From an optimization exercise on the open Yosys and OpenROAD flow, aimed at small area, a short achievable clock period and few clock cycles per item; shortcuts taken in it are not production practice.
Where RTL was checked, it was by simulation tests only, not by an equivalence proof against the original.
Only the layout flow was run in runs 2 and 3; the RTL was not checked for function there.
Power and IR drop assume default switching activity.

--- design/flow/design.v ---
module spi_i2c_ctrl #(
    parameter [23:0] CORE_CLOCK_HZ = 24'd16000000    
) (
    input             clk,
    input             rst,
    input             cmd_valid,
    input      [31:0] cmd,
    output            cmd_ready,
    output reg        rsp_valid,
    output      [7:0] result_code,
    output reg  [7:0] result_value,
    output     [15:0] ci,
    output            faulted,
    output      [1:0] fault_cause,
    output     [31:0] fault_cmd,
    output            wait_spi,
    output            wait_twi,
    output            wait_settle,
    output reg        cs_drive,
    output reg        cs_level,
    output reg        evt_pindir,
    output reg  [7:0] spcr,
    output      [7:0] spsr,
    output reg  [7:0] spdr_tx,
    output reg  [7:0] spdr_rx,
    output      [7:0] twcr,
    output      [7:0] twsr,
    output reg  [7:0] twbr,
    output      [7:0] twar,
    output reg  [7:0] twdr,
    output reg        spi_pending,
    output reg  [1:0] twi_pending,
    input             spi_step,
    input       [7:0] spi_step_byte,
    input             twi_step,
    input       [4:0] twi_step_status,
    input       [7:0] twi_step_byte,
    input             twi_settle,
    input       [4:0] twi_settle_status
);
    localparam [7:0] OP_SPI_VALIDATE  = 8'h01;
    localparam [7:0] OP_SPI_LOOKUP    = 8'h02;
    localparam [7:0] OP_SPI_CONFIGURE = 8'h03;
    localparam [7:0] OP_SPI_SELECT    = 8'h04;
    localparam [7:0] OP_SPI_DESELECT  = 8'h05;
    localparam [7:0] OP_SPI_TRANSFER  = 8'h06;
    localparam [7:0] OP_SPI_SEND      = 8'h07;
    localparam [7:0] OP_I2C_INIT      = 8'h10;
    localparam [7:0] OP_I2C_OWNADDR   = 8'h11;
    localparam [7:0] OP_I2C_START     = 8'h12;
    localparam [7:0] OP_I2C_ADDRESS   = 8'h13;
    localparam [7:0] OP_I2C_SEND      = 8'h14;
    localparam [7:0] OP_I2C_READACK   = 8'h15;
    localparam [7:0] OP_I2C_READNACK  = 8'h16;
    localparam [7:0] OP_I2C_STOP      = 8'h17;
    localparam [7:0] OP_I2C_STATUS    = 8'h18;
    localparam [2:0] E_OK         = 3'd0;
    localparam [2:0] E_INV_MODE   = 3'd1;
    localparam [2:0] E_SPEED      = 3'd2;
    localparam [2:0] E_NULL_CFG   = 3'd3;
    localparam [2:0] E_BAD_ADDR   = 3'd4;
    localparam [2:0] E_BAD_DIR    = 3'd5;
    localparam [2:0] E_BAD_RATE   = 3'd6;
    localparam [2:0] E_BAD_CS     = 3'd7;
    localparam [2:0] BUS_IDLE  = 3'd0;
    localparam [2:0] BUS_START = 3'd1;
    localparam [2:0] BUS_ADDRW = 3'd2;
    localparam [2:0] BUS_ADDRR = 3'd3;
    localparam [2:0] BUS_DATA  = 3'd4;
    localparam [2:0] BUS_STOPP = 3'd5;
    localparam [1:0] TP_NONE  = 2'd0;
    localparam [1:0] TP_START = 2'd1;
    localparam [1:0] TP_BYTE  = 2'd2;
    localparam [23:0] HZ_MIN = 24'd30304;
    localparam [23:0] HZ_MAX = 24'd1000000;
    localparam [19:0] REM0   = 20'd15625;
    reg         idle;        
    reg         w_spi;       
    reg         w_twi;       
    reg         w_set;       
    reg         div;         
    reg  [1:0]  fcause;      
    reg  [31:0] cmd_r;       
    reg  [2:0]  bus;
    reg  [2:0]  rcode;
    reg         spif, wcol, spi2x;
    reg         twint, twea, twsta, twsto, twwc, twen;
    reg  [4:0]  tws;
    reg  [6:0]  twar_r;
    reg  [19:0] rem;         
    reg  [8:0]  quo;         
    wire flt = fcause[1] | fcause[0];
    reg  [15:0] ci_r;
    assign ci = ci_r + {15'd0, rsp_valid};
    assign cmd_ready   = idle;
    assign faulted     = flt;
    assign fault_cause = fcause;
    assign fault_cmd   = cmd_r & {32{flt}};
    assign wait_spi    = w_spi;
    assign wait_twi    = w_twi;
    assign wait_settle = w_set;
    assign result_code = {5'b00000, rcode};
    assign spsr        = {spif, wcol, 5'b00000, spi2x};
    assign twcr        = {twint, twea, twsta, twsto, twwc, twen, 1'b0, 1'b0};
    assign twsr        = {tws, 3'b000};         
    assign twar        = {twar_r, 1'b0};
    wire [7:0]  op   = cmd[7:0];
    wire [7:0]  fa   = cmd[15:8];
    wire [7:0]  fb   = cmd[23:16];
    wire [23:0] hz   = cmd[31:8];
    reg  [23:0] op_mask;
    reg         op_known;
    always @(*) begin
        op_known = 1'b1;
        case (op)
            OP_SPI_VALIDATE:  op_mask = 24'hFDFF00;
            OP_SPI_LOOKUP:    op_mask = 24'hFFFCFC;
            OP_SPI_CONFIGURE: op_mask = 24'hE00000;
            OP_SPI_SELECT,
            OP_SPI_DESELECT,
            OP_SPI_TRANSFER,
            OP_SPI_SEND,
            OP_I2C_SEND:      op_mask = 24'hFFFF00;
            OP_I2C_INIT:      op_mask = 24'h000000;
            OP_I2C_OWNADDR:   op_mask = 24'hFFFF80;
            OP_I2C_ADDRESS:   op_mask = 24'hFF0000;
            OP_I2C_START,
            OP_I2C_READACK,
            OP_I2C_READNACK,
            OP_I2C_STOP,
            OP_I2C_STATUS:    op_mask = 24'hFFFFFF;
            default: begin
                op_mask  = 24'hFFFFFF;
                op_known = 1'b0;
            end
        endcase
    end
    wire legal = op_known && ((cmd[31:8] & op_mask) == 24'd0);
    wire div_ok = cmd[25] ? (fa == 8'd2 || fa == 8'd8 || fa == 8'd32 || fa == 8'd64)
                          : (fa == 8'd4 || fa == 8'd16 || fa == 8'd64 || fa == 8'd128);
    wire [1:0] div_class = (fa == 8'd2 || fa == 8'd4)  ? 2'd0 :
                           (fa == 8'd8 || fa == 8'd16) ? 2'd1 :
                           (fa == 8'd32)               ? 2'd2 : 2'd3;
    wire [7:0] cfg_pattern = {cmd[27], 1'b1, cmd[26], cmd[24], fb[1:0], div_class};
    wire hz_ok    = (hz >= HZ_MIN) && (hz <= HZ_MAX);
    wire addr_bad = (fa == 8'd0) || fa[7];
    wire dir_bad  = (fb[7:1] != 7'd0);
    wire       stopp   = (bus == BUS_STOPP);
    wire       hold_set = stopp & twsto;         
    wire [2:0] bus_eff = stopp ? BUS_IDLE : bus;
    reg seq_ok;
    always @(*) begin
        case (op)
            OP_I2C_START:    seq_ok = (bus_eff == BUS_IDLE) || (bus_eff == BUS_DATA);
            OP_I2C_ADDRESS:  seq_ok = (bus_eff == BUS_START);
            OP_I2C_SEND:     seq_ok = (bus_eff == BUS_ADDRW) || (bus_eff == BUS_DATA);
            OP_I2C_READACK,
            OP_I2C_READNACK: seq_ok = (bus_eff == BUS_ADDRR) || (bus_eff == BUS_DATA);
            default:         seq_ok = (bus_eff == BUS_START) || (bus_eff == BUS_ADDRW) ||
                                      (bus_eff == BUS_ADDRR) || (bus_eff == BUS_DATA);
        endcase
    end
    wire r_start = (cmd_r[2:0] == 3'd2);
    wire r_read  = (cmd_r[2:0] == 3'd5) || (cmd_r[2:0] == 3'd6);
    wire [20:0] dv_t    = {rem, 1'b0};
    wire [21:0] dv_diff = {1'b0, dv_t} - {2'b00, cmd_r[27:8]};
    wire        dv_ge   = ~dv_diff[21];
    wire [19:0] dv_rem  = dv_ge ? dv_diff[19:0] : dv_t[19:0];
    wire        dv_last = quo[8];
    wire [8:0]  dv_q    = {quo[7:0], dv_ge};
    wire [7:0]  br_val  = dv_q[7:0] - 8'd8;
    reg        fin;           
    reg  [2:0] fin_code;
    reg  [7:0] fin_val;
    reg        f_ill, f_seq;   
    reg        go_spi, go_twi, go_set, go_div, div_start;
    reg        body;          
    reg  [2:0] body_op;       
    reg        wr_cfg, wr_cs, wr_twar, wr_spdr, spi_rd, init_done, bus_idle;
    always @(*) begin
        fin = 1'b0; fin_code = E_OK; fin_val = 8'h00;
        f_ill = 1'b0; f_seq = 1'b0;
        go_spi = 1'b0; go_twi = 1'b0; go_set = 1'b0; go_div = 1'b0; div_start = 1'b0;
        body = 1'b0; body_op = op[2:0];
        wr_cfg = 1'b0; wr_cs = 1'b0; wr_twar = 1'b0; wr_spdr = 1'b0; spi_rd = 1'b0;
        init_done = 1'b0; bus_idle = 1'b0;
        if (idle) begin
            if (cmd_valid) begin
                if (!legal) begin
                    f_ill = 1'b1;
                end else begin
                    case (op)
                        OP_SPI_VALIDATE: begin
                            fin = 1'b1;
                            if (!div_ok) fin_code = E_SPEED;
                        end
                        OP_SPI_LOOKUP: begin
                            fin = 1'b1;
                            fin_val = {4'b0000, fb[1:0], fa[1:0]};
                        end
                        OP_SPI_CONFIGURE: begin
                            fin = 1'b1;
                            if (!cmd[28])
                                fin_code = E_NULL_CFG;
                            else if (!div_ok)
                                fin_code = E_SPEED;
                            else if (fb > 8'd3)
                                fin_code = E_INV_MODE;
                            else begin
                                wr_cfg  = 1'b1;
                                fin_val = cfg_pattern;
                            end
                        end
                        OP_SPI_SELECT, OP_SPI_DESELECT: begin
                            fin = 1'b1;
                            if (fa != 8'd0) fin_code = E_BAD_CS;
                            else            wr_cs = 1'b1;
                        end
                        OP_SPI_TRANSFER, OP_SPI_SEND: begin
                            wr_spdr = 1'b1;
                            if (spif) begin
                                spi_rd = 1'b1;
                                fin = 1'b1;
                                if (!op[0]) fin_val = spdr_rx;
                            end else begin
                                go_spi = 1'b1;
                            end
                        end
                        OP_I2C_INIT: begin
                            if (!hz_ok) begin
                                fin = 1'b1;
                                fin_code = E_BAD_RATE;
                            end else if (!stopp && bus != BUS_IDLE) begin
                                f_seq = 1'b1;
                            end else begin
                                go_div = 1'b1;
                                go_set = hold_set;
                                bus_idle = ~hold_set;
                            end
                        end
                        OP_I2C_OWNADDR: begin
                            fin = 1'b1;
                            wr_twar = 1'b1;
                        end
                        OP_I2C_STATUS: begin
                            fin = 1'b1;
                            fin_val = {tws, 3'b000};
                        end
                        default: begin
                            if (op == OP_I2C_ADDRESS && addr_bad) begin
                                fin = 1'b1;
                                fin_code = E_BAD_ADDR;
                            end else if (op == OP_I2C_ADDRESS && dir_bad) begin
                                fin = 1'b1;
                                fin_code = E_BAD_DIR;
                            end else if (hold_set) begin
                                go_set = 1'b1;
                            end else if (!seq_ok) begin
                                f_seq = 1'b1;
                                bus_idle = stopp;
                            end else begin
                                body = 1'b1;
                                if (op == OP_I2C_STOP) fin = 1'b1;
                                else                   go_twi = 1'b1;
                            end
                        end
                    endcase
                end
            end
        end else if (div) begin
            if (w_set && twi_settle)
                bus_idle = 1'b1;
            if (dv_last) begin
                if (!w_set || twi_settle) begin
                    fin = 1'b1;
                    fin_val = br_val;
                    init_done = 1'b1;
                end else begin
                    go_div = 1'b1;
                    go_set = 1'b1;
                    div_start = 1'b1;
                end
            end else begin
                go_div = 1'b1;
                go_set = w_set && !twi_settle;
            end
        end else if (w_set) begin
            if (twi_settle) begin
                bus_idle = 1'b1;
                if (r_start) begin
                    body = 1'b1;
                    body_op = 3'd2;
                    go_twi = 1'b1;
                end else begin
                    f_seq = 1'b1;
                end
            end else begin
                go_set = 1'b1;
            end
        end else if (w_spi) begin
            if (spi_step) begin
                spi_rd = 1'b1;
                fin = 1'b1;
                if (!cmd_r[0]) fin_val = spi_step_byte;
            end else begin
                go_spi = 1'b1;
            end
        end else if (w_twi) begin
            if (twi_step) begin
                fin = 1'b1;
                if (r_read) fin_val = twi_step_byte;
                else        fin_val = {twi_step_status, 3'b000};
            end else begin
                go_twi = 1'b1;
            end
        end
    end
    always @(posedge clk) begin
        if (idle)
            cmd_r <= cmd;
        rem <= (idle | div_start) ? REM0 : dv_rem;
        quo <= (idle | div_start) ? 9'd1 : dv_q;
    end
    always @(posedge clk) begin
        if (rst) begin
            idle         <= 1'b1;
            w_spi        <= 1'b0;
            w_twi        <= 1'b0;
            w_set        <= 1'b0;
            div          <= 1'b0;
            fcause       <= 2'd0;
            bus          <= BUS_IDLE;
            rsp_valid    <= 1'b0;
            rcode        <= 3'd0;
            result_value <= 8'd0;
            ci_r         <= 16'd0;
            cs_drive     <= 1'b0;
            cs_level     <= 1'b0;
            evt_pindir   <= 1'b0;
            spcr         <= 8'h00;
            spif         <= 1'b0;
            wcol         <= 1'b0;
            spi2x        <= 1'b0;
            spdr_tx      <= 8'h00;
            spdr_rx      <= 8'h00;
            spi_pending  <= 1'b0;
            twint        <= 1'b0;
            twea         <= 1'b0;
            twsta        <= 1'b0;
            twsto        <= 1'b0;
            twwc         <= 1'b0;
            twen         <= 1'b0;
            tws          <= 5'b11111;
            twbr         <= 8'h00;
            twar_r       <= 7'h7F;
            twdr         <= 8'hFF;
            twi_pending  <= TP_NONE;
        end else begin
            idle  <= (idle & ~cmd_valid) | fin;
            w_spi <= go_spi;
            w_twi <= go_twi;
            w_set <= go_set;
            div   <= go_div;
            if (f_ill) fcause[0] <= 1'b1;
            if (f_seq) fcause[1] <= 1'b1;
            rsp_valid  <= fin;
            ci_r       <= ci;
            evt_pindir <= wr_cfg & cmd[24];
            if (fin) begin
                rcode        <= fin_code;
                result_value <= fin_val;
            end
            if (spi_step) begin
                spdr_rx     <= spi_step_byte;
                spif        <= 1'b1;
                spi_pending <= 1'b0;
            end
            if (twi_step) begin
                tws <= twi_step_status;
                if (twi_pending == TP_BYTE)
                    twdr <= twi_step_byte;
                twint       <= 1'b1;
                twi_pending <= TP_NONE;
            end
            if (twi_settle) begin
                twsto <= 1'b0;
                tws   <= twi_settle_status;
            end
            if (wr_cfg) begin
                spcr  <= cfg_pattern;
                spi2x <= cmd[25];
            end
            if (wr_cs) begin
                cs_drive <= 1'b1;
                cs_level <= op[0];
            end
            if (wr_spdr) begin
                spdr_tx <= fa;
                if (spi_pending)
                    wcol <= 1'b1;
                else if (spcr[6])
                    spi_pending <= 1'b1;
            end
            if (spi_rd) begin
                spif <= 1'b0;
                wcol <= 1'b0;
            end
            if (wr_twar)
                twar_r <= fa[6:0];
            if (bus_idle)
                bus <= BUS_IDLE;
            if (init_done) begin
                twbr  <= br_val;
                twea  <= 1'b0;
                twsta <= 1'b0;
                twsto <= 1'b0;
                twen  <= 1'b1;
            end
            if (body) begin
                twint <= 1'b0;
                twen  <= 1'b1;
                twea  <= (body_op == 3'd5);
                twsta <= (body_op == 3'd2);
                twsto <= (body_op == 3'd7);
                case (body_op)
                    3'd2:    twi_pending <= TP_START;
                    3'd7:    twi_pending <= TP_NONE;
                    default: twi_pending <= TP_BYTE;
                endcase
                if (body_op == 3'd3 || body_op == 3'd4) begin
                    if (twint) begin
                        twdr <= (body_op == 3'd3) ? {fa[6:0], fb[0]} : fa;
                        twwc <= 1'b0;
                    end else begin
                        twwc <= 1'b1;
                    end
                end
                case (body_op)
                    3'd2:    bus <= BUS_START;
                    3'd3:    bus <= fb[0] ? BUS_ADDRR : BUS_ADDRW;
                    3'd7:    bus <= BUS_STOPP;
                    default: bus <= BUS_DATA;
                endcase
            end
        end
    end
endmodule
--- design/flow/flow/run.sh ---
#!/bin/bash
set -euo pipefail
export BUFFER_PORTS_ARGS="-buffer_cell sky130_fd_sc_hd__buf_1"
bash standard.sh > standard.log 2>&1
--- design/flow/standard.sh ---
#!/bin/bash
# synth_recipe.tcl (not shown) runs the flow's synth.tcl, then flattens the netlist and writes it again
# the make line also repeats each setting of config.mk as NAME=value (left out here)
make -C /OpenROAD-flow-scripts/flow DESIGN_CONFIG=/design/flow/config.mk WORK_HOME=/design/flow/orfs CLKGATE_MAP_FILE= SYNTH_SCRIPT=/design/flow/synth_recipe.tcl "${@:-finish}"
--- design/flow/config.mk ---
export PLATFORM = sky130hd
export DESIGN_NAME = spi_i2c_ctrl
export DESIGN_NICKNAME = spi_i2c_ctrl
export VERILOG_FILES = /design/flow/design.v
export SDC_FILE = /design/flow/constraint.sdc
export NUM_CORES = 4
export LEC_CHECK = 0
export CAP_MARGIN = 20
export CORE_MARGIN = 2
export CORE_UTILIZATION = 40
export CTS_BUF_LIST = sky130_fd_sc_hd__clkbuf_16
export CTS_CLUSTER_DIAMETER = 150
export CTS_CLUSTER_SIZE = 40
export SETUP_SLACK_MARGIN = 4.2
export SLEW_MARGIN = 20
--- design/flow/constraint.sdc ---
create_clock -name core_clock -period 8.0 [get_ports {clk}]
set_input_delay 1.6000 -clock core_clock [delete_from_list [all_inputs] [get_ports {clk}]]
set_output_delay 1.6000 -clock core_clock [all_outputs]
set_load 0.01 [all_outputs]
==> impl.org, run 1 <==
** Run status
- The run finished with no timing, DRC or antenna violations.

** Yosys
- Most numerous cell in the Yosys netlist :: sky130_fd_sc_hd__dfxtp_1
- Post-Syn Instances :: 1017
- Dominant cell type by area after synthesis :: sky130_fd_sc_hd__dfxtp_1
- Post-synthesis cell area :: 8870 µm²
- Dominant combinational cell family by area after synthesis :: simple AND/OR/NAND/NOR gates
- Xor-xnor portion of the synthesized cell area :: 3.95%
- Summing the areas of all fa, ha and maj instances in the mapped netlist gives 3.89% of the synthesized area.
- Post-synth ARST share :: 0%
- The synthesized netlist contains 77 unique library cells.
- Top area cells in the synthesized netlist :: sky130_fd_sc_hd__dfxtp_1, sky130_fd_sc_hd__edfxtp_1, sky130_fd_sc_hd__mux2i_1, sky130_fd_sc_hd__nand2_1, sky130_fd_sc_hd__nor2_1
- Fraction of synthesized area in multiplexers :: 7.56%
- In the synthesized netlist the dominant register cell turns out to be sky130_fd_sc_hd__dfxtp_1.
- Yosys mapped a number of flops with a built-in enable equal to 32.
- Part of the Yosys area used for sequential elements :: 41.1%
- For this run, the number of Yosys warnings is 1.
- Compound-Gate Fraction of Synth Area :: 15.6%
- Synthesis inferred 166 register bits.
- Portion of synthesized cell area occupied by the leading cell type :: 30.2%
- Dividing the synthesized area by the synthesized cell count gives 8.73 µm².
- Post-synthesis share of cell area spent on and, or, nand and nor gates :: 21.8%
- Most frequent cells after synthesis :: sky130_fd_sc_hd__dfxtp_1, sky130_fd_sc_hd__nand2_1, sky130_fd_sc_hd__nor2_1, sky130_fd_sc_hd__a21oi_1, sky130_fd_sc_hd__mux2i_1

** Power and ir drop
- Summed over all cells, the static leakage comes to 4.15 nW.
- Clock Power Share :: 40.1%
- Cell-internal power :: 1.41 mW
- Total net switching power :: 0.541 mW
- Fraction of power spent switching nets :: 27.7%
- Sequential cells account for 45.9% of the total power.
- Combinational logic is responsible for 14.0% of the overall power.
- Power spread over the standard cell area amounts to 184 nW/µm².
- Across the VDD grid, the largest voltage drop is 0.132 mV.

** Timing
- Transition time at the pin with the least slew margin :: 896 ps
- The final-report hold violation count was 0.
- Final setup fails :: 0
- Of the available clock period, the critical path in the final layout requires 47.2%.
- Final hold analysis gives a worst-case slack of 446 ps.
- Slew margin rel. :: 39.8%
- Adding up every negative setup slack in the final design gives 0 ps.
- On the final layout, the worst clock skew is 7.62 ps.
- Setup repair after global routing could not meet its margin everywhere.
- Slew Viols, Final :: 0
- Max Clock Freq :: 265 MHz
- Clock period minus final worst setup slack :: 3780 ps

** Drt
- Summing over every cut layer, the via total after detailed routing is 8107.
- After detailed routing, the number of vias per cell comes to 5.44.
- Number of iterations in the first detailed-routing pass :: 5
- After detailed routing, the number of remaining DRC violations is 0.
- Post-Route WL :: 28100 µm
- WL per Instance :: 18.8 µm
- For this block, the initial DRC count from the detailed router was 613.
- Antenna-violating nets left :: 0

** Die
- Initial cell density of the core :: 40.7%
- Die height :: 153 µm
- During I/O placement, the number of pins put on the boundary was 214.
- Std cell rows :: 54
- The die covers 23400 µm².
- Floorplan die width :: 153 µm
- Core footprint :: 21800 µm²

** Worst setup path
- The critical path goes through buf_4, inv_2, ha_4, a211o_1, o22ai_1, nand4_1, nor4b_4, buf_6, and2_4, o32ai_2, buf_6, a222oi_1, o22ai_1.
- Arrival time at the worst endpoint :: 4060 ps
- STA classifies the critical path endpoint as a register.
- Of all nets on the critical path, the largest fanout is 13.
- The slowest stage of the critical path belongs to the cell sky130_fd_sc_hd__a222oi_1.
- Critical Path Max Stage Delay :: 360 ps
- Startpoint Class :: input port
- Crit Path Category :: input port to register
- At the worst endpoint, the required time is 8280 ps.

** GRT
- The total overflow left after global routing is 0.
- Global-route usage over all layers :: 23.3%
- Initial antenna violation count :: 0
- Via count of the first global-routing pass :: 7550
- Entering global routing, the biggest net connects 63 pins.
- Global-route wire length before repair :: 42900 µm

** Placement
- The HPWL after detailed placement is 20200 µm.
- Buffers placed on the I/O ports in this run total 197.
- Weighted congestion reported at the end of routability-driven placement :: 0.920
- After detailed placement, the design holds a cell count of 1447.

** Layout
- Final instance count without filler cells :: 1491
- Area growth, synth to finish :: 19.3%
- Post-Route Utilization :: 48.5%
- After filler insertion, the fill cell instance count of the layout stands at 2208.
- Nets :: 1289
- 0 antenna diodes ended up in the layout.
- Of the cells placed in the final design, the portion with a size suffix greater than 1 is 10.1%.

** Min path
- In this run the worst hold path is classified as register to register.

** Clocking
- Maximum buffer depth of the clock tree :: 2
- The tree is rooted in a sky130_fd_sc_hd__clkbuf_16.
- Counting every sink on the clock net gives 166.
- Clk slew on worst S/H paths :: 60 ps
- In this run, CTS created clock tree buffers numbering 17.
- TritonCTS built the clock tree.
- The clock tree synthesis step divided the H-tree into 4 levels.
- Clock latency (worst-skew pair) :: 430 ps

** Flow run
- Max-cap check violation count :: 0
-- sequential cells by signal, summed over array words and instances (netlist names), 5 cells and up --
name and flops:
cmd_r 32, rem 20, ci_r 16, quo 9
result_value 8, spcr 8, spdr_rx 8, spdr_tx 8
twbr 8, twdr 8, twar_r 7, tws 5
-- critical path: cells and delay by family --
family,cells,cell delay [ps]
AOI/OAI and AO/OA,5,1000
buffers and inverters,4,580
adders and majority gates,1,240
and+or+nand+nor,3,620
-- worst paths after layout --
check	to	cells past startpoint	slack [ps]	from
worst max-delay path	result_value[7]$_SDFFE_PP0P_	13	4220	cmd[1]
worst min register to register	quo[8]$_SDFF_PP0_	1	450	quo[7]$_SDFF_PP0_
worst max register to register	result_value[0]$_SDFFE_PP0P_	10	4700	cmd_r[14]$_DFFE_PP_
worst min-delay path	quo[8]$_SDFF_PP0_	1	450	quo[7]$_SDFF_PP0_
-- cell families (layout without fill, tap and decap cells) --
logic type / count (synthesis) / after routing
multiplexers: 66 / 66
AO/OA/AOI/OAI: 217 / 217
adder cells (fa/ha/maj): 27 / 27
flip-flops: 166 / 166
AND/OR/NAND/NOR: 387 / 387
buffers and inverters: 113 / 292
XOR/XNOR: 40 / 40
other: 1 / 16
-- timing repair --
| item | in CTS | in global routing |
|---|---|---|
| buffers inserted | 6 | 5 |
| gates resized for setup | 30 | 35 |
| hold buffers | 0 | 0 |
| pin swaps | 6 | 10 |
| cloned | 0 | 1 |
| setup endpoints to repair | 70 | 54 |
-- through the flow --
stage                     setup slack [ps]  power (mW)  cell area (µm²)
after floorplan                       4140        1.10             8990
after global placement                2890        1.18             9770
after detailed placement              2810        1.18             9770
after CTS                             4200        1.96            10400
after global routing                  4150        2.03            10600
final                                 4220        1.95            10600
-- per-layer routing --
layer	vias to the layer above	track usage [%]	wire, µm
met2	314	37.9	13000
met1	3844	31.7	12500
met5	-	0	0
met3	42	3.71	1950
met4	0	7.41	638
li1	3907	-	-
-- placed cells by master (no fill, tap or decap), drive strengths merged, types with 14 or more instances in the layout --
cell type,count
a21oi,72
and2,29
buf,212
clkbuf,25
conb,16
dfxtp,134
edfxtp,32
ha,26
inv,46
mux2i,58
nand2,109
nand2b,14
nand3,28
nor2,101
nor2b,25
nor3,19
o21ai,45
xnor2,20
xor2,20
-- final cells by class --
cell class / instances / area (µm²) / area share [%]
Clock buffer: 19 / 475 / 4.49
Inverter: 41 / 161 / 1.52
Tap cell: 280 / 350 / 3.31
Clock inverter: 13 / 78.8 / 0.744
Multi-Input combinational cell: 753 / 4920 / 46.4
Timing Repair Buffer: 219 / 963 / 9.10
Sequential cell: 166 / 3640 / 34.4
-- power by group through the flow --
stage / Clock [mW] / Combinational (mW) / Sequential [mW]
final: 0.783 / 0.273 / 0.896
after global routing: 0.833 / 0.301 / 0.898
after CTS: 0.794 / 0.268 / 0.896
after detailed placement: 0 / 0.264 / 0.915
after global placement: 0 / 0.263 / 0.914
after floorplan: 0 / 0.185 / 0.914
Testbench counts, summed over its fixed seeds: cycles 8,192, commands 3,200.
==> run 2, diff against run 1 <==
--- a/design/flow/design.v
+++ b/design/flow/design.v
@@ -10,5 +10,5 @@
     output      [7:0] result_code,
     output reg  [7:0] result_value,
-    output     [15:0] ci,
+    output reg [15:0] ci,
     output            faulted,
     output      [1:0] fault_cause,
@@ -91,6 +91,4 @@
     reg  [8:0]  quo;         
     wire flt = fcause[1] | fcause[0];
-    reg  [15:0] ci_r;
-    assign ci = ci_r + {15'd0, rsp_valid};
     assign cmd_ready   = idle;
     assign faulted     = flt;
@@ -143,5 +141,18 @@
                            (fa == 8'd32)               ? 2'd2 : 2'd3;
     wire [7:0] cfg_pattern = {cmd[27], 1'b1, cmd[26], cmd[24], fb[1:0], div_class};
-    wire hz_ok    = (hz >= HZ_MIN) && (hz <= HZ_MAX);
+    function ge_const(input [23:0] x, input [23:0] k);
+        integer i;
+        reg gt, eq;
+        begin
+            gt = 1'b0;
+            eq = 1'b1;
+            for (i = 23; i >= 0; i = i - 1) begin
+                gt = gt | (eq & x[i] & ~k[i]);
+                eq = eq & (x[i] == k[i]);
+            end
+            ge_const = gt | eq;
+        end
+    endfunction
+    wire hz_ok    = ge_const(hz, HZ_MIN) && !ge_const(hz, HZ_MAX + 24'd1);
     wire addr_bad = (fa == 8'd0) || fa[7];
     wire dir_bad  = (fb[7:1] != 7'd0);
@@ -205,5 +216,5 @@
                             else if (!div_ok)
                                 fin_code = E_SPEED;
-                            else if (fb > 8'd3)
+                            else if (fb[7:2] != 6'd0)
                                 fin_code = E_INV_MODE;
                             else begin
@@ -334,5 +345,5 @@
             rcode        <= 3'd0;
             result_value <= 8'd0;
-            ci_r         <= 16'd0;
+            ci           <= 16'd0;
             cs_drive     <= 1'b0;
             cs_level     <= 1'b0;
@@ -365,9 +376,9 @@
             if (f_seq) fcause[1] <= 1'b1;
             rsp_valid  <= fin;
-            ci_r       <= ci;
             evt_pindir <= wr_cfg & cmd[24];
             if (fin) begin
                 rcode        <= fin_code;
                 result_value <= fin_val;
+                ci           <= ci + 16'd1;
             end
             if (spi_step) begin
--- a/design/flow/config.mk
+++ b/design/flow/config.mk
@@ -9,7 +9,5 @@
 export CORE_MARGIN = 2
 export CORE_UTILIZATION = 40
-export CTS_BUF_LIST = sky130_fd_sc_hd__clkbuf_16
-export CTS_CLUSTER_DIAMETER = 150
-export CTS_CLUSTER_SIZE = 40
-export SETUP_SLACK_MARGIN = 4.2
+export CTS_BUF_LIST = sky130_fd_sc_hd__clkbuf_8
+export SETUP_SLACK_MARGIN = 3.5
 export SLEW_MARGIN = 20
==> impl.org, run 2 <==
** Drt
- The pre-antenna-repair detailed-routing pass consisted of 5 iterations.
- Once detail routing completed, the nets flagged for antenna violations numbered 0.
- Dividing the detail-routed wire length by the instance count gives 19.2 µm.
- Drt drc :: 0
- The routed layout has 8455 vias.
- After the first detailed-routing iteration, the DRC count stood at 539.
- Routed vias/inst :: 5.59
- Post-Route WL :: 29100 µm

** Die
- After floorplanning, the core was sized to cover 22600 µm².
- Die area :: 24200 µm²
- Initial cell density of the core :: 40.7%
- Die height :: 156 µm
- Floorplan die width :: 156 µm
- Num ports :: 214
- Std cell rows :: 55

** Yosys
- Sequential cells were found to cover 39.6% of the synthesized design area.
- Ranked by total cell area, the synthesized netlist is headed by sky130_fd_sc_hd__dfxtp_1, sky130_fd_sc_hd__edfxtp_1, sky130_fd_sc_hd__mux2i_1, sky130_fd_sc_hd__nor2_1, sky130_fd_sc_hd__nand2_1.
- For this run, the number of Yosys warnings is 1.
- Synthesis inferred 166 register bits.
- Counting every instance in the synthesized netlist gives 1055.
- Portion of synthesized cell area occupied by the leading cell type :: 29.2%
- Average cell area after synthesis :: 8.71 µm²
- Ranked by instance count, the synthesized netlist is headed by sky130_fd_sc_hd__dfxtp_1, sky130_fd_sc_hd__nor2_1, sky130_fd_sc_hd__nand2_1, sky130_fd_sc_hd__a21oi_1, sky130_fd_sc_hd__mux2i_1.
- Counting flops with an async set or reset pin after synthesis yields a share of 0%.
- Dominant cell type by area after synthesis :: sky130_fd_sc_hd__dfxtp_1
- Yosys mapped a number of flops with a built-in enable equal to 32.
- Ys flop type :: sky130_fd_sc_hd__dfxtp_1
- By instance count, the leading cell after synthesis is sky130_fd_sc_hd__dfxtp_1.
- In this run the cell area of the synthesized design comes to 9190 µm².
- The synthesized netlist contains 79 unique library cells.

** Timing
- Setup repair after global routing left no endpoint under its margin.
- Max Clock Freq :: 228 MHz
- Clock period minus final worst setup slack :: 4380 ps
- Final setup fails :: 0
- Final Hold Violating Endpoints :: 0
- Sum of negative setup slack :: 0 ps
- Setup clock skew after layout :: 18.9 ps
- PnR worst setup slack :: 3620 ps
- Slew Viols, Final :: 0
- For the pin with the worst max-slew slack, the measured transition is 1020 ps.
- Measured against its own limit, the worst slew margin works out to 31.6%.
- The worst path uses 54.7% of the clock period.
- Hold slack final :: 442 ps

** Power and ir drop
- The share of total power dissipated in combinational logic is 15.8%.
- For this design the total switching power over the nets is 0.532 mW.
- Sequential share of power :: 50.1%
- Leakage :: 3.90 nW
- Power density over cell area :: 171 nW/µm²
- Sum of internal, switching and leakage power :: 1.79 mW
- Clock Power Share :: 34.1%
- Cell internal power was estimated by the tool at 1.26 mW.
- IR drop worst, VDD :: 0.0908 mV
- Fraction of power spent switching nets :: 29.7%

** Worst setup path
- Slowest cell on the critical path :: sky130_fd_sc_hd__or4_4
- The worst setup path is captured at a register.
- CP Cell Sequence :: buf_1, or4_4, o41ai_4, a211oi_2, nor4_4, o2111ai_2, a31oi_4, nor4_1, mux2_1
- The largest single stage delay on the critical path is 680 ps.
- At the worst endpoint, the required time is 8360 ps.
- Crit Path Category :: input port to register
- In this run the worst path has a maximum fanout of 18.
- For flop-to-flop paths, the worst setup slack is 4560 ps.
- Startpoint Class :: input port
- Arrival time at the worst endpoint :: 4740 ps

** Clocking
- Maximum buffer depth of the clock tree :: 2
- Buffers added to address setup during post-CTS repair amount to 0.
- The number of hold buffers added after CTS was 0.
- CTS tree :: done
- Clock latency (worst-skew pair) :: 470 ps
- In this run the clock root is driven by a sky130_fd_sc_hd__clkbuf_8.
- The H-tree was split into 4 levels.
- Number of sinks driven by the clock tree :: 166
- After clock tree synthesis, the clock-pin slew on the worst setup and hold paths is 100 ps.
- Number of buffers inserted during clock tree synthesis :: 17

** Placement
- HPWL after detailed placement :: 21300 µm
- Placed instance count :: 1481
- Post-Place Setup Slack :: 2600 ps
- After detailed placement, the total cell area comes to 10000 µm².
- The count of buffers added on input and output ports is 197.
- Weighted congestion reported at the end of routability-driven placement :: 0.931

** Layout
- In the final layout, flip-flops and latches occupy 3640 µm².
- Layout cells sized above 1 :: 8.31%
- Cells fill 46.4% of the core in the end.
- Counting the fill cells in the layout gives 2310.
- Nets :: 1306
- Leading registers by flop count :: cmd_r: 32 flops, rem: 20 flops, ci: 16 flops
- Most frequent cells in the layout :: sky130_fd_sc_hd__buf_1, sky130_fd_sc_hd__dfxtp_1, sky130_fd_sc_hd__nor2_1
- Final instance count without filler cells :: 1513
- Most common cell after layout, fill and taps aside :: sky130_fd_sc_hd__buf_1
- The register with the most flip-flops in the final layout is cmd_r.
- 0 antenna diodes ended up in the layout.
- Summing all multi-input logic gate instances after layout gives 5070 µm².
- Area growth, synth to finish :: 13.9%
- With fillers left out, the area of the finished cells amounts to 10500 µm².
- The register with the most flip-flops in the layout has 32 of them.

** GRT
- Global routing used 33.4% of the available met1 tracks.
- Global-route usage over all layers :: 24.1%
- Entering global routing, the biggest net connects 60 pins.
- GR Util met3 :: 4.44%
- The first global-routing pass estimated 45300 µm of wire.
- Global routing consumed, on the met2 layer, 38.3% of the routing resources.
- The number of global-route vias before repair is 7791.
- Initial antenna violation count :: 0
- Summed over all layers, the global routing overflow is 0.
- In this run the most used layer during global routing was met2.

** Flow run
- Across the run, the number of max-cap violations was 0.

** Min path
- The path class of the tightest hold or removal check is register to register.

** Run status
- Status :: timing/DRC/antenna clean
-- run 2: critical path, delay by kind of cell --
kind | cells | cell delay, ps
AO/OA/AOI/OAI | 4 | 1300
AND/OR/NAND/NOR | 3 | 1190
multiplexers | 1 | 330
buffers and inverters | 1 | 310
-- run 2: per-layer routing --
metal / vias up / share of wire (%)
li1: 4072 / -
met2: 326 / 45
met1: 4013 / 46
met3: 44 / 6.8
met5: - / 0
met4: 0 / 2.4
-- run 2: cell type report --
cell class | count | share of cell area (%)
flip-flops and latches | 166 | 34.8
well taps | 285 | 3.41
multi-input cells | 775 | 48.4
repair buffers | 210 | 8.03
clock inverters | 14 | 1.42
clock buffers | 17 | 2.23
inverters | 46 | 1.65
-- run 2: cell families (layout without fill, tap and decap cells) --
family / count (synthesis) / count (layout) / share of synthesized area [%]
flops: 166 / 166 / 39.6
mux: 78 / 78 / 8.82
simple gates: 424 / 424 / 23.6
compound gates: 212 / 213 / 15.8
other cells: 1 / 16 / 0.0408
buf+inv: 130 / 287 / 6.73
xor+xnor: 18 / 18 / 1.72
fa+ha+maj: 26 / 26 / 3.62
-- run 2: path summary, 6_finish.rpt --
check             depth (start not counted)                   to               start
setup / recovery                          9  ci[10]$_SDFFE_PP0P_             cmd[11]
hold / removal                            1    quo[8]$_SDFF_PP0_   quo[7]$_SDFF_PP0_
setup reg to reg                          9   rem[10]$_SDFF_PP1_  cmd_r[9]$_DFFE_PP_
hold reg to reg                           1    quo[8]$_SDFF_PP0_   quo[7]$_SDFF_PP0_
-- run 2: what timing repair did --
action,in CTS,in global routing
pin swaps,1,1
gates cloned,1,0
gates resized for setup,3,10
setup endpoints to repair,58,63
-- run 2: power by group through the flow --
stage	clock network, mW	registers [mW]	logic (mW)
4_1_cts	0.624	0.898	0.279
3_3_place_gp	0	0.917	0.276
5_1_grt	0.656	0.902	0.313
6_report	0.612	0.898	0.283
3_5_place_dp	0	0.917	0.278
2_1_floorplan	0	0.916	0.194
==> run 3, diff against run 2 <==
--- a/design/flow/config.mk
+++ b/design/flow/config.mk
@@ -10,4 +10,4 @@
 export CORE_UTILIZATION = 40
 export CTS_BUF_LIST = sky130_fd_sc_hd__clkbuf_8
-export SETUP_SLACK_MARGIN = 3.5
+export SETUP_SLACK_MARGIN = 3.0
 export SLEW_MARGIN = 20
==> impl.org, run 3 <==
** Run status
- The run finished with no timing, DRC or antenna violations.

** Yosys
- Sequential cells were found to cover 39.6% of the synthesized design area.
- Top area cells in the synthesized netlist :: sky130_fd_sc_hd__dfxtp_1, sky130_fd_sc_hd__edfxtp_1, sky130_fd_sc_hd__mux2i_1, sky130_fd_sc_hd__nor2_1, sky130_fd_sc_hd__nand2_1
- Post-Syn Instances :: 1055
- Counting flops and latches in the post-synthesis netlist gives 166.
- The synthesized design spends more area on one cell type than any other, namely sky130_fd_sc_hd__dfxtp_1.
- The synthesized design contains 32 enable-type register cells.
- Post-synth cell types :: 79
- Averaged over all synthesized cells, the footprint is 8.71 µm².
- Ys flop type :: sky130_fd_sc_hd__dfxtp_1
- Synthesis Warnings :: 1
- After synthesis, the largest area contributor takes up 29.2% of total cell area.
- Most frequent cells after synthesis :: sky130_fd_sc_hd__dfxtp_1, sky130_fd_sc_hd__nor2_1, sky130_fd_sc_hd__nand2_1, sky130_fd_sc_hd__a21oi_1, sky130_fd_sc_hd__mux2i_1
- Post-synthesis cell area :: 9190 µm²
- Most numerous cell in the Yosys netlist :: sky130_fd_sc_hd__dfxtp_1
- For this run, asynchronously set or reset flops after synthesis account for 0%.

** Layout
- Relative to the synthesized area, the layout overhead comes to 13.3%.
- For this run, the post-layout net count is 1306.
- 0 antenna diodes ended up in the layout.
- Most frequent cells in the layout :: sky130_fd_sc_hd__buf_1, sky130_fd_sc_hd__dfxtp_1, sky130_fd_sc_hd__nor2_1
- Most flops, register :: cmd_r
- Leading registers by flop count :: cmd_r: 32 flops, rem: 20 flops, ci: 16 flops
- The finished layout holds 1513 standard cells, fillers aside.
- The post-route netlist has 7.65% of its cells at a drive strength greater than 1.
- Leaving out fill and tap cells, the most frequent cell in the layout is sky130_fd_sc_hd__buf_1.
- The register with the most flip-flops in the layout has 32 of them.

** Clocking
- CTS built an H-tree with a depth of 4.
- In this run the post-CTS setup repair buffer count came out at 0.
- Clock-pin slew was measured on the worst setup and hold paths at 100 ps.
- In this run the deepest clock path goes through 2 buffers.
- Clock root buffer master :: sky130_fd_sc_hd__clkbuf_8
- Counting the buffers created by CTS gives 17.
- CTS tree :: done
- At the later pin of the worst-skew pair, clock insertion delay measures 470 ps.
- Number of sinks driven by the clock tree :: 166

** Drt
- After the first detailed-routing iteration, the DRC count stood at 602.
- Antenna-violating nets left :: 0
- Across all layers, the routed design uses 8419 vias.
- Dividing the detail-routed wire length by the instance count gives 19.2 µm.
- Routed vias/inst :: 5.56
- Summed over all nets, wire length on met2 after detailed routing comes to 13200 µm.
- After detailed routing, the total wire length is 29100 µm.
- The highest layer touched by signal routing is met4.
- Drt drc :: 0
- Wire length on met3 :: 1880 µm
- Routed metal-1 wirelength :: 13300 µm
- Before antenna repair, the detailed router went through 5 iterations.

** GRT
- The number of antenna violations at the first check in global routing is 0.
- Via count of the first global-routing pass :: 7779
- GRT overflow :: 0
- Global routing used 23.9% of the available tracks across all layers.
- Largest net degree at the start of global routing :: 60
- The first global-routing pass estimated 44900 µm of wire.

** Power and ir drop
- IR drop worst, VDD :: 0.0907 mV
- Part of the total power dissipated in combinational logic :: 15.7%
- Total net switching power :: 0.532 mW
- Sequential share of power :: 50.1%
- Of the total power, the share spent switching nets is 29.7%.
- After layout, the design draws a total of 1.79 mW.
- Leakage :: 3.89 nW
- Internal power comes to 1.26 mW.
- Power spread over the standard cell area amounts to 172 nW/µm².
- Clock Power Share :: 34.2%

** Min path
- The tightest min-delay check is of the register to register type.

** Placement
- Weighted congestion reported at the end of routability-driven placement :: 0.931
- Post-Place Setup Slack :: 2600 ps
- Placed instance count :: 1481
- Number of buffers inserted by port buffering :: 197
- HPWL after detailed placement :: 21300 µm

** Timing
- Setup repair after global routing left no endpoint under its margin.
- Slew margin rel. :: 32.2%
- The number of pins with negative max-slew slack in the final report is 0.
- For the pin with the worst max-slew slack, the measured transition is 1020 ps.
- Setup slack closes at 3250 ps.
- Setup clock skew after layout :: 16.1 ps
- Final Hold Violating Endpoints :: 0
- Final Cycle Share :: 59.3%
- Max Clock Freq :: 211 MHz
- Setup violations remaining at the end of the flow were counted as 0.
- For the final routed database, the setup TNS stands at 0 ps.
- Clock period minus final worst setup slack :: 4750 ps

** Worst setup path
- Crit Path Category :: input port to register
- Counting both buffers and inverters, the worst setup path holds a total of 1.
- In this run the worst path has a maximum fanout of 18.
- Data required time at the worst endpoint :: 8370 ps
- The largest individual stage delay along the critical path comes from the cell sky130_fd_sc_hd__and4_1.
- CP Cell Sequence :: buf_1, ha_1, nor3b_1, and2_1, a21oi_1, o31ai_1, and4_1, a31oi_4, nor4_1, mux2_2
- STA classifies the critical path endpoint as a register.
- The cell family contributing the most delay on the critical path is simple AND/OR/NAND/NOR gates.
- Arrival time at the worst endpoint :: 5110 ps
- Critical Path Max Stage Delay :: 610 ps
- The worst setup path is launched from an input port.

** Die
- Floorplan die width :: 156 µm
- In this run the standard cell core region covers 22600 µm².
- After floorplanning, the core was divided into 55 placement rows.
- Die height :: 156 µm
- Initial cell density of the core :: 40.7%
- Num ports :: 214
- The floorplan step defined a die boundary enclosing 24200 µm².

** Flow run
- Max-cap check violation count :: 0
[run 3: kinds of logic after synthesis]
family                     count (synthesis)  synth area share (%)
and+or+nand+nor                          424                  23.6
adders and majority gates                 26                  3.62
other                                      1                0.0408
AOI/OAI and AO/OA                        212                  15.8
xor gates and xnor gates                  18                  1.72
DFF                                      166                  39.6
buffers and inverters                    130                  6.73
muxes                                     78                  8.82
[run 3: power groups by stage]
stage / logic, mW / registers (mW) / clock network (mW)
global route: 0.312 / 0.902 / 0.656
CTS: 0.279 / 0.898 / 0.624
finish: 0.281 / 0.898 / 0.614
global placement: 0.276 / 0.917 / 0
detailed placement: 0.278 / 0.917 / 0
floorplan: 0.194 / 0.916 / 0
[run 3: routing by layer]
layer / vias to the layer above / GRT usage (%)
met3: 48 / 4.42
met4: 0 / 7.69
met5: - / 0
met1: 3995 / 32.9
met2: 309 / 38.0
li1: 4067 / -
[run 3: layout make-up]
type                            count  area, µm²
Fill cell                        2316      12200
Multi-Input combinational cell    775       5020
Sequential cell                   166       3640
Timing Repair Buffer              210        840
Tap cell                          285        357
Clock buffer                       17        234
Inverter                           46        173
Clock inverter                     14        149
[run 3: through the flow]
step | cell area, µm² | utilization (%) | hold slack, ps
after floorplan | 9250 | - | 406
after global placement | 10000 | 44.4 | 430
after detailed placement | 10000 | 44.4 | 422
after CTS | 10400 | 46.1 | 448
after global routing | 10400 | 46.1 | 476
final | 10400 | 46.1 | 441
[run 3: final timing paths]
check / from / to / cells after the start / slack (ps)
worst min-delay path: quo[7]$_SDFF_PP0_ / quo[8]$_SDFF_PP0_ / 1 / 440
worst max register to register: cmd_r[9]$_DFFE_PP_ / result_value[0]$_SDFFE_PP0P_ / 10 / 4560
worst min register to register: quo[7]$_SDFF_PP0_ / quo[8]$_SDFF_PP0_ / 1 / 440
worst max-delay path: cmd[1] / ci[14]$_SDFFE_PP0P_ / 10 / 3250
[run 3: worst register-to-register path: cells and delay by family (launching register included)]
family / cells / cell delay, ps
buffers and inverters: 1 / 100
AOI/OAI and AO/OA: 6 / 2140
and+or+nand+nor: 2 / 430
DFF: 1 / 420
adders and majority gates: 1 / 230
[run 3: what timing repair did]
action / CTS / global route
hold buffers: 0 / 0
setup endpoints to repair: 0 / 21
resized for setup: 0 / 2
==> run 4, diff against run 3 <==
--- a/design/flow/design.v
+++ b/design/flow/design.v
@@ -10,5 +10,5 @@
     output      [7:0] result_code,
     output reg  [7:0] result_value,
-    output reg [15:0] ci,
+    output     [15:0] ci,
     output            faulted,
     output      [1:0] fault_cause,
@@ -30,5 +30,5 @@
     output reg  [7:0] twdr,
     output reg        spi_pending,
-    output reg  [1:0] twi_pending,
+    output      [1:0] twi_pending,
     input             spi_step,
     input       [7:0] spi_step_byte,
@@ -85,5 +85,5 @@
     reg  [2:0]  rcode;
     reg         spif, wcol, spi2x;
-    reg         twint, twea, twsta, twsto, twwc, twen;
+    reg         twint, twea, twsto, twwc, twen;
     reg  [4:0]  tws;
     reg  [6:0]  twar_r;
@@ -91,4 +91,6 @@
     reg  [8:0]  quo;         
     wire flt = fcause[1] | fcause[0];
+    reg  [15:0] ci_r;
+    assign ci = ci_r + {15'd0, rsp_valid};
     assign cmd_ready   = idle;
     assign faulted     = flt;
@@ -101,4 +103,6 @@
     assign spsr        = {spif, wcol, 5'b00000, spi2x};
     assign twcr        = {twint, twea, twsta, twsto, twwc, twen, 1'b0, 1'b0};
+    assign twi_pending = w_twi ? ((cmd_r[2:0] == 3'd2) ? TP_START : TP_BYTE) : TP_NONE;
+    wire   twsta       = (bus == BUS_START);
     assign twsr        = {tws, 3'b000};         
     assign twar        = {twar_r, 1'b0};
@@ -141,18 +145,5 @@
                            (fa == 8'd32)               ? 2'd2 : 2'd3;
     wire [7:0] cfg_pattern = {cmd[27], 1'b1, cmd[26], cmd[24], fb[1:0], div_class};
-    function ge_const(input [23:0] x, input [23:0] k);
-        integer i;
-        reg gt, eq;
-        begin
-            gt = 1'b0;
-            eq = 1'b1;
-            for (i = 23; i >= 0; i = i - 1) begin
-                gt = gt | (eq & x[i] & ~k[i]);
-                eq = eq & (x[i] == k[i]);
-            end
-            ge_const = gt | eq;
-        end
-    endfunction
-    wire hz_ok    = ge_const(hz, HZ_MIN) && !ge_const(hz, HZ_MAX + 24'd1);
+    wire hz_ok    = (hz >= HZ_MIN) && (hz <= HZ_MAX);
     wire addr_bad = (fa == 8'd0) || fa[7];
     wire dir_bad  = (fb[7:1] != 7'd0);
@@ -216,5 +207,5 @@
                             else if (!div_ok)
                                 fin_code = E_SPEED;
-                            else if (fb[7:2] != 6'd0)
+                            else if (fb > 8'd3)
                                 fin_code = E_INV_MODE;
                             else begin
@@ -345,5 +336,5 @@
             rcode        <= 3'd0;
             result_value <= 8'd0;
-            ci           <= 16'd0;
+            ci_r         <= 16'd0;
             cs_drive     <= 1'b0;
             cs_level     <= 1'b0;
@@ -358,5 +349,4 @@
             twint        <= 1'b0;
             twea         <= 1'b0;
-            twsta        <= 1'b0;
             twsto        <= 1'b0;
             twwc         <= 1'b0;
@@ -366,5 +356,4 @@
             twar_r       <= 7'h7F;
             twdr         <= 8'hFF;
-            twi_pending  <= TP_NONE;
         end else begin
             idle  <= (idle & ~cmd_valid) | fin;
@@ -376,9 +365,9 @@
             if (f_seq) fcause[1] <= 1'b1;
             rsp_valid  <= fin;
+            ci_r       <= ci;
             evt_pindir <= wr_cfg & cmd[24];
             if (fin) begin
                 rcode        <= fin_code;
                 result_value <= fin_val;
-                ci           <= ci + 16'd1;
             end
             if (spi_step) begin
@@ -392,5 +381,4 @@
                     twdr <= twi_step_byte;
                 twint       <= 1'b1;
-                twi_pending <= TP_NONE;
             end
             if (twi_settle) begin
@@ -424,5 +412,4 @@
                 twbr  <= br_val;
                 twea  <= 1'b0;
-                twsta <= 1'b0;
                 twsto <= 1'b0;
                 twen  <= 1'b1;
@@ -432,11 +419,5 @@
                 twen  <= 1'b1;
                 twea  <= (body_op == 3'd5);
-                twsta <= (body_op == 3'd2);
                 twsto <= (body_op == 3'd7);
-                case (body_op)
-                    3'd2:    twi_pending <= TP_START;
-                    3'd7:    twi_pending <= TP_NONE;
-                    default: twi_pending <= TP_BYTE;
-                endcase
                 if (body_op == 3'd3 || body_op == 3'd4) begin
                     if (twint) begin
--- a/design/flow/config.mk
+++ b/design/flow/config.mk
@@ -10,4 +10,4 @@
 export CORE_UTILIZATION = 40
 export CTS_BUF_LIST = sky130_fd_sc_hd__clkbuf_8
-export SETUP_SLACK_MARGIN = 3.0
+export SETUP_SLACK_MARGIN = 4.0
 export SLEW_MARGIN = 20
==> impl.org, run 4 <==
** Worst setup path
- The signal on the critical path passes through buf_2, or4_1, o41ai_2, a211o_1, nand4bb_4, a221o_1, a31oi_2, and2b_4, o21ai_0.
- Worst Reg-to-Reg Cells :: 8
- Crit. End Element :: register
- For this run, the slowest stage of the critical path takes 670 ps.
- By startpoint and endpoint, the worst setup path is classified as input port to register.
- Data required time at the worst endpoint :: 8340 ps
- Data on the critical path arrives at its endpoint at 4270 ps.
- Slowest cell on the critical path :: sky130_fd_sc_hd__or4_1
- STA classifies the critical path startpoint as an input port.
- In this run the worst path has a maximum fanout of 13.

** Placement
- At the placement stage, the worst setup path has a slack of 2790 ps.
- Number of buffers inserted by port buffering :: 197
- Weighted congestion reported at the end of routability-driven placement :: 0.945
- Instance area after placement :: 9720 µm²
- Once detailed placement completed, the half-perimeter wirelength came to 21100 µm.

** Yosys
- After synthesis, the share of flip-flops with an asynchronous set or reset is 0%.
- Part of the Yosys area used for sequential elements :: 40.0%
- For this run, the number of Yosys warnings is 1.
- The mapped netlist covers 8960 µm².
- Counting flops with a built-in enable in the synthesized netlist gives 32.
- Synthesis handed over a netlist of 1012 instances.
- Most frequent cells after synthesis :: sky130_fd_sc_hd__dfxtp_1, sky130_fd_sc_hd__nor2_1, sky130_fd_sc_hd__nand2_1, sky130_fd_sc_hd__a21oi_1, sky130_fd_sc_hd__mux2i_1
- Seq cells post-synth :: 163
- The synthesized design devotes to its leading area cell type 29.3% of total area.
- Post-synth cell types :: 89
- Top area cells in the synthesized netlist :: sky130_fd_sc_hd__dfxtp_1, sky130_fd_sc_hd__edfxtp_1, sky130_fd_sc_hd__mux2i_1, sky130_fd_sc_hd__nor2_1, sky130_fd_sc_hd__a21oi_1
- For this run, the leading register cell type out of synthesis is sky130_fd_sc_hd__dfxtp_1.
- Each instance of the synthesized netlist takes up on average 8.86 µm².
- Summed over all instances, the cell type with the most area after synthesis is sky130_fd_sc_hd__dfxtp_1.
- The most common cell in the synthesized netlist is sky130_fd_sc_hd__dfxtp_1.

** Layout
- Layout cells sized above 1 :: 8.13%
- Area growth, synth to finish :: 14.4%
- cmd_r holds more flip-flops than any other register.
- ANT cells :: 0
- Leading registers by flop count :: cmd_r: 32 flops, rem: 20 flops, ci_r: 16 flops
- The library cells used most frequently in the layout, excluding fill and tap cells, are sky130_fd_sc_hd__buf_1, sky130_fd_sc_hd__dfxtp_1, sky130_fd_sc_hd__nor2_1.
- The library cell used most frequently in the layout, excluding fill and tap cells, is sky130_fd_sc_hd__buf_1.
- After routing the design area is 10300 µm².
- Max reg flops :: 32
- Nets :: 1271

** Die
- The die covers 23600 µm².
- Floorplan die width :: 154 µm
- In this run the standard cell core region covers 21900 µm².
- Initial cell density of the core :: 41.0%
- Std cell rows :: 54
- Die height :: 154 µm
- Num ports :: 214

** Timing
- Slew Viols, Final :: 0
- After routing, the total negative slack on setup checks comes to 0 ps.
- The smallest clock period supported by the final layout is computed as 3930 ps.
- The worst path meets setup with 4070 ps of slack.
- In this run the tightest slew margin relative to its limit is 30.2%.
- Setup violations remaining at the end of the flow were counted as 0.
- The final-report hold violation count is 0.
- After layout, the worst path uses 49.2% of the clock period.
- Max Clock Freq :: 254 MHz
- For the pin with the worst max-slew slack, the measured transition is 1050 ps.
- Setup clock skew after layout :: 20.7 ps
- RSZ-0062 raised after global routing :: no

** Power and ir drop
- For this design the total switching power over the nets is 0.569 mW.
- The worst-case IR drop observed on VDD is 0.0949 mV.
- Power density over cell area :: 176 nW/µm²
- Sequential share of power :: 49.3%
- Per report_power, the clock group accounts for 35.4% of the total.
- Net switching is 31.6% of the power.
- Leakage :: 3.85 nW
- The internal power of the cells totals 1.23 mW.
- Sum of internal, switching and leakage power :: 1.80 mW
- Part of the total power dissipated in combinational logic :: 15.4%

** Drt
- Routed vias/inst :: 5.44
- Iteration-0 DRC count of the detailed router :: 581
- Via count :: 8015
- The first detailed-routing pass ran for 5 iterations.
- The count of nets left with antenna violations once routing finished came out at 0.
- Drt drc :: 0
- The routed design has 27900 µm of wire.
- After detailed routing, the average wire length per cell comes to 18.9 µm.

** Run status
- Status :: timing/DRC/antenna clean

** GRT
- Global routing consumed, over all layers together, 23.2% of the routing resources.
- Global-route wire length before repair :: 43200 µm
- GRT overflow :: 0
- Largest net degree at the start of global routing :: 82
- The number of global-route vias before repair is 7567.
- Initial antenna violation count :: 0

** Clocking
- Number of sinks driven by the clock tree :: 163
- The later pin in the worst-skew pair is clocked with a latency of 470 ps.
- Clock tree synthesis selected as its root buffer the cell sky130_fd_sc_hd__clkbuf_8.
- CTS tree :: done
- Number of H-tree branching levels :: 4
- Number of buffers inserted during clock tree synthesis :: 17
- Counting along the longest clock path gives a buffer depth of 2.
- Clk slew on worst S/H paths :: 90 ps
- CTS hold repair buffers :: 0

** Min path
- Along the worst hold path, the cell count comes to 1.
- HP Class :: register to register

** Flow run
- Max-cap check violation count :: 0
## run 4: cell count changes after synthesis, sizes merged, moves of 9 or more
cell / previous run / this run
nand2: 98 / 89
o21ai: 28 / 43
nor4: 15 / 6
a21oi: 58 / 74
xor2: 7 / 22
nor2b: 26 / 42
and3: 6 / 15
o2bb2ai: 0 / 10
nor2: 121 / 104
mux2: 24 / 1
a31oi: 17 / 7
## run 4: per-layer routing
| layer | vias to the layer above | track usage, % | part of all wire, % |
|---|---|---|---|
| met5 | - | 0 | 0 |
| met1 | 3774 | 31.0 | 43 |
| met3 | 37 | 4.99 | 7.7 |
| li1 | 3885 | - | - |
| met4 | 0 | 7.56 | 2.3 |
| met2 | 319 | 37.6 | 47 |
## run 4: kinds of logic (layout without fill, tap and decap cells)
kind of cell | Yosys count | in the layout | synth area share (%)
adders and majority gates | 27 | 27 | 3.85
other | 1 | 16 | 0.0418
and+or+nand+nor | 389 | 390 | 22.8
AOI/OAI and AO/OA | 228 | 228 | 16.9
muxes | 49 | 49 | 5.48
buffers and inverters | 118 | 283 | 7.36
DFF | 163 | 163 | 40.0
xor gates and xnor gates | 37 | 37 | 3.61
## run 4: power by group through the flow
stage	combinational (mW)	clock, mW	sequential (mW)
2_1_floorplan	0.200	0	0.901
3_3_place_gp	0.271	0	0.906
4_1_cts	0.274	0.651	0.888
3_5_place_dp	0.271	0	0.907
6_report	0.277	0.637	0.888
5_1_grt	0.309	0.685	0.891
## run 4: critical path, delay by kind of cell
| family | cells | cell delay, ps |
|---|---|---|
| buffers and inverters | 1 | 210 |
| AOI/OAI and AO/OA | 5 | 1340 |
| and+or+nand+nor | 3 | 1120 |
## run 4: what timing repair did
item	4_1_cts	5_1_grt
pin swaps	1	3
setup buffers	2	0
endpoints found under the setup margin	58	43
cloned	0	1
gates resized for setup	13	12
## run 4: final cells by class
class,count,area (µm²)
clock inverter,15,180
clock buffer,17,234
multi-input combinational,747,4890
fill,2205,11600
inverter,43,169
tap,280,350
timing repair buffer,208,851
sequential,163,3580
## run 4: worst paths after layout
check / start / to / slack, ps
max reg2reg: cmd_r[14]$_DFFE_PP_ / rem[3]$_SDFF_PP1_ / 4900
max: cmd[10] / idle$_SDFF_PP1_ / 4070
min reg2reg: quo[7]$_SDFF_PP0_ / quo[8]$_SDFF_PP0_ / 440
min: quo[7]$_SDFF_PP0_ / quo[8]$_SDFF_PP0_ / 440
## run 4: metrics by stage
| step | hold slack, ps | cells | utilization (%) |
|---|---|---|---|
| after floorplan | 406 | 1027 | - |
| after global placement | 415 | 1438 | 44.4 |
| after detailed placement | 420 | 1438 | 44.4 |
| after CTS | 447 | 1472 | 46.6 |
| after global routing | 462 | 1473 | 46.9 |
| final | 442 | 1473 | 46.9 |
Testbench counts of run 4, summed over its fixed seeds: cycles 8,192, commands 3,200.
==> run 5, diff against run 4 <==
--- a/design/flow/config.mk
+++ b/design/flow/config.mk
@@ -10,4 +10,4 @@
 export CORE_UTILIZATION = 40
 export CTS_BUF_LIST = sky130_fd_sc_hd__clkbuf_8
-export SETUP_SLACK_MARGIN = 4.0
+export SETUP_SLACK_MARGIN = 4.4
 export SLEW_MARGIN = 20
==> impl.org, run 5 <==
** Yosys
- Dominant combinational cell family by area after synthesis :: simple AND/OR/NAND/NOR gates
- Post-synthesis share of cell area spent on and, or, nand and nor gates :: 22.8%
- Post-synth cell types :: 89
- In this run, synthesis inferred 32 flip-flops with an integrated enable.
- Dominant cell type by area after synthesis :: sky130_fd_sc_hd__dfxtp_1
- Each instance of the synthesized netlist takes up on average 8.86 µm².
- For this run, the register share of the synthesized area comes to 40.0%.
- The synthesized netlist devotes 16.9% of its cell area to compound gates.
- For this run, the number of Yosys warnings is 1.
- Post-synth ARST share :: 0%
- In the synthesized netlist, the cells that appear most often are sky130_fd_sc_hd__dfxtp_1, sky130_fd_sc_hd__nor2_1, sky130_fd_sc_hd__nand2_1, sky130_fd_sc_hd__a21oi_1, sky130_fd_sc_hd__mux2i_1.
- Ys flop type :: sky130_fd_sc_hd__dfxtp_1
- Xor-xnor portion of the synthesized cell area :: 3.61%
- Portion of synthesized cell area occupied by the leading cell type :: 29.3%
- The cell area that synthesis handed to floorplanning was 8960 µm².
- Yosys instantiated no cell more often than sky130_fd_sc_hd__dfxtp_1.
- Measured against the total synthesized area, the mux share comes to 5.48%.
- Top area cells in the synthesized netlist :: sky130_fd_sc_hd__dfxtp_1, sky130_fd_sc_hd__edfxtp_1, sky130_fd_sc_hd__mux2i_1, sky130_fd_sc_hd__nor2_1, sky130_fd_sc_hd__a21oi_1
- Seq cells post-synth :: 163
- In the synthesized netlist, the number of instances is 1012.
- Of the total synthesized cell area, the portion taken by full adders, half adders and majority gates is 3.85%.

** GRT
- Summed over all layers, the global routing overflow is 0.
- Global-route usage over all layers :: 23.1%
- The number of global-route vias before repair came to 7678.
- Initial antenna violation count :: 1
- Global-route wire length before repair :: 42900 µm
- Entering global routing, the biggest net connects 80 pins.

** Drt
- Post-Route WL :: 28200 µm
- Dividing the detail-routed via count by the number of cells gives 5.40.
- For this run, the detailed router's first-pass iteration total came to 5.
- The detailed router finished its first iteration with 520 violations.
- For this block, the via count after detailed routing is 8095.
- After detailed routing, the average wire length per cell comes to 18.8 µm.
- Antenna-violating nets left :: 0
- After detailed routing, the number of remaining DRC violations is 0.

** Worst setup path
- Cell depth of the worst setup path :: 10
- Traced cell by cell, the critical path runs through buf_2, nor4_4, and3_4, o21ai_2, a211oi_4, nand4_4, nor4_4, buf_12, mux2i_1, or2_1.
- Arrival time at the worst endpoint :: 4040 ps
- The critical path in this run is classified as input port to register.
- The endpoint identified for the worst register-to-register timing path is rem[16]$_SDFF_PP0_.
- The most critical setup path has its startpoint at cmd[4].
- The worst register-to-register path has a setup slack of 4890 ps.
- Crit. End Element :: register
- In this run the critical register-to-register path is launched from cmd_r[14]$_DFFE_PP_.
- Cell type with the highest occurrence count on the critical path :: sky130_fd_sc_hd__nor4_4
- Data on the critical path is required at its endpoint by 8360 ps.
- Buffers plus inverters on the worst setup path :: 2
- In this run the worst path has a maximum fanout of 16.
- Worst Reg-to-Reg Cells :: 9
- For this run, the slowest stage of the critical path takes 410 ps.
- Startpoint Class :: input port
- The slowest stage of the critical path belongs to the cell sky130_fd_sc_hd__nor4_4.
- The most critical setup path has its endpoint at twdr[1]$_SDFF_PP1_.
- The kind of cell with the highest combined delay along the critical path is simple AND/OR/NAND/NOR gates.

** Layout
- Post-Route Utilization :: 49.3%
- Leaving out fill and tap cells, the most frequent cells in the layout are sky130_fd_sc_hd__buf_1, sky130_fd_sc_hd__dfxtp_1, sky130_fd_sc_hd__nor2_1.
- The library cell used most frequently in the layout, excluding fill and tap cells, is sky130_fd_sc_hd__buf_1.
- The finished cells cover 10800 µm².
- Multi-input combinational cell area :: 5100 µm²
- Nets :: 1297
- After filler insertion, the fill cell instance count of the layout stands at 2187.
- The register with the most flip-flops in the layout has 32 of them.
- Sequential cell area :: 3590 µm²
- In the final layout, the share of cells above drive strength 1 is 13.7%.
- Ranked by flip-flop count, first place goes to cmd_r.
- Relative to the synthesized area, the layout overhead comes to 20.5%.
- Final instance count without filler cells :: 1500
- The largest registers in the layout are cmd_r: 32 flops, rem: 20 flops, ci_r: 16 flops.

** Timing
- Clock period minus final worst setup slack :: 3680 ps
- Hold slack final :: 443 ps
- Headroom to the max-slew limit came out at 30.5%.
- Transition time at the pin with the least slew margin :: 1040 ps
- Setup violations remaining at the end of the flow were counted as 0.
- Max Clock Freq :: 272 MHz
- Sum of negative setup slack :: 0 ps
- Slew Viols, Final :: 0
- Setup repair after global routing could not meet its margin everywhere.
- Setup clock skew after layout :: 14.0 ps
- Of the available clock period, the critical path in the final layout requires 46.0%.
- Final Hold Violating Endpoints :: 0

** Clocking
- Buffers inserted during clock tree synthesis total 17.
- TritonCTS built the clock tree.
- Maximum buffer depth of the clock tree :: 2
- Number of H-tree branching levels :: 4
- The clock reaches the later pin of the worst-skew pair after 470 ps.
- Hold repair after CTS inserted 0 buffers.
- Number of sinks driven by the clock tree :: 163
- CTS placed an instance of sky130_fd_sc_hd__clkbuf_8 at the clock tree root.
- Clk slew on worst S/H paths :: 90 ps

** Power and ir drop
- Part of the total power dissipated in combinational logic :: 15.9%
- Leakage :: 4.09 nW
- Across the VDD grid, the largest voltage drop is 0.104 mV.
- Total net switching power :: 0.551 mW
- Fraction of power spent switching nets :: 30.3%
- Cell-internal power :: 1.27 mW
- For this design the ratio of total power to cell area is 169 nW/µm².
- Sequential share of power :: 48.8%
- Clock Power Share :: 35.3%

** Placement
- Instance area after placement :: 9740 µm²
- At the end of routability-driven placement, the weighted congestion stood at 0.919.
- Placed instance count :: 1436
- Number of buffers inserted by port buffering :: 197
- The wire-length estimate of the detail-placed layout is 20700 µm.

** Die
- For this configuration, the core starts out at a cell density of 41.0%.
- Core footprint :: 21900 µm²
- The die is 154 µm tall.
- From left edge to right edge, the die measures 154 µm.
- The floorplan has 54 rows.
- Num ports :: 214
- The die covers 23600 µm².

** Min path
- HP Class :: register to register

** Flow run
- Across the run, the number of max-cap violations was 0.

** Run status
- Status :: timing/DRC/antenna clean
[run 5: changes by cell type in the layout (fill, tap and decap cells not counted), moves of 4 or more]
cell                    previous run  this run
sky130_fd_sc_hd__buf_1           188       171
sky130_fd_sc_hd__inv_8             8         4
sky130_fd_sc_hd__buf_6             0         5
sky130_fd_sc_hd__buf_4            11        33
sky130_fd_sc_hd__buf_2             5        14
[run 5: layer usage]
metal  GRT usage (%)  share of wire [%]
met5               0                  0
met4            7.08                2.3
met3            5.36                7.7
met2            37.0                 46
met1            31.0                 44
[run 5: how the worst min path moves through the flow]
stage,from,cells past startpoint,end
after floorplan,quo[7]$_SDFF_PP0_,1,quo[8]$_SDFF_PP0_
after global placement,quo[7]$_SDFF_PP0_,1,quo[8]$_SDFF_PP0_
final,quo[7]$_SDFF_PP0_,1,quo[8]$_SDFF_PP0_
after global routing,quo[7]$_SDFF_PP0_,1,quo[8]$_SDFF_PP0_
after detailed placement,quo[7]$_SDFF_PP0_,1,quo[8]$_SDFF_PP0_
after CTS,quo[7]$_SDFF_PP0_,1,quo[8]$_SDFF_PP0_
[run 5: through the flow]
stage / setup slack, ps / power [mW]
floorplan: 3800 / 1.10
global route: 4270 / 1.90
finish: 4320 / 1.82
detailed placement: 2680 / 1.18
global placement: 2860 / 1.18
CTS: 4340 / 1.83
[run 5: repair_timing]
item                       4_1_cts  5_1_grt
cloned                           1        2
setup endpoints to repair       71       62
resized for setup               61       51
pin swaps                       14       24
setup buffers                   15       13
[run 5: final cells by class]
type / count / area share (%)
multi-input cells: 747 / 47.2
flip-flops and latches: 163 / 33.2
repair buffers: 234 / 10.8
well taps: 280 / 3.24
clock buffers: 18 / 2.29
inverters: 43 / 1.67
clock inverters: 14 / 1.58
diodes: 1 / 0.0232
[run 5: logic make-up after synthesis]
family / count (synthesis)
simple gates: 389
xor+xnor: 37
buf+inv: 118
mux: 49
other cells: 1
compound gates: 228
flops: 163
fa+ha+maj: 27
[run 5: power groups by stage]
stage | clock network, mW | logic (mW) | registers, mW
finish | 0.643 | 0.290 | 0.889
global route | 0.685 | 0.319 | 0.893
CTS | 0.657 | 0.279 | 0.890
detailed placement | 0 | 0.269 | 0.908
global placement | 0 | 0.268 | 0.908
floorplan | 0 | 0.202 | 0.901

==> what the ideal ports hide <==
In the flow no input, the clock included, has a driving cell. The finished layouts below were timed again as built, in two steps. Step 1 assumes that a clkbuf_16 drives the clock port and a buf_2 every other input. Step 2 also shifts input and output timing later by t, the mid clock arrival at the registers, as if the neighbouring blocks saw the same clock. a / b / c = ideal ports / drivers / drivers and shift; a / b = the first two.
run	t, ns	slack for setup (ns)	hold slack, ns	clock arrival spread, ns
run 1	0.473	4.223 / 4.236 / 3.764	0.446 / 0.446 / 0.446	0.009 / 0.009
run 2	0.504	3.622 / 3.645 / 3.141	0.442 / 0.442 / 0.442	0.019 / 0.019
run 3	0.505	3.254 / 3.271 / 2.766	0.441 / 0.441 / 0.441	0.016 / 0.016
run 4	0.508	4.067 / 4.091 / 3.583	0.442 / 0.442 / 0.442	0.023 / 0.023
run 5	0.506	4.322 / 4.274 / 3.767	0.443 / 0.443 / 0.443	0.015 / 0.015
After both steps setup and hold are still met in every run listed. The setup slack of run 5, which loses most, moves by -0.048 ns with the drivers and by -0.555 ns with both steps.
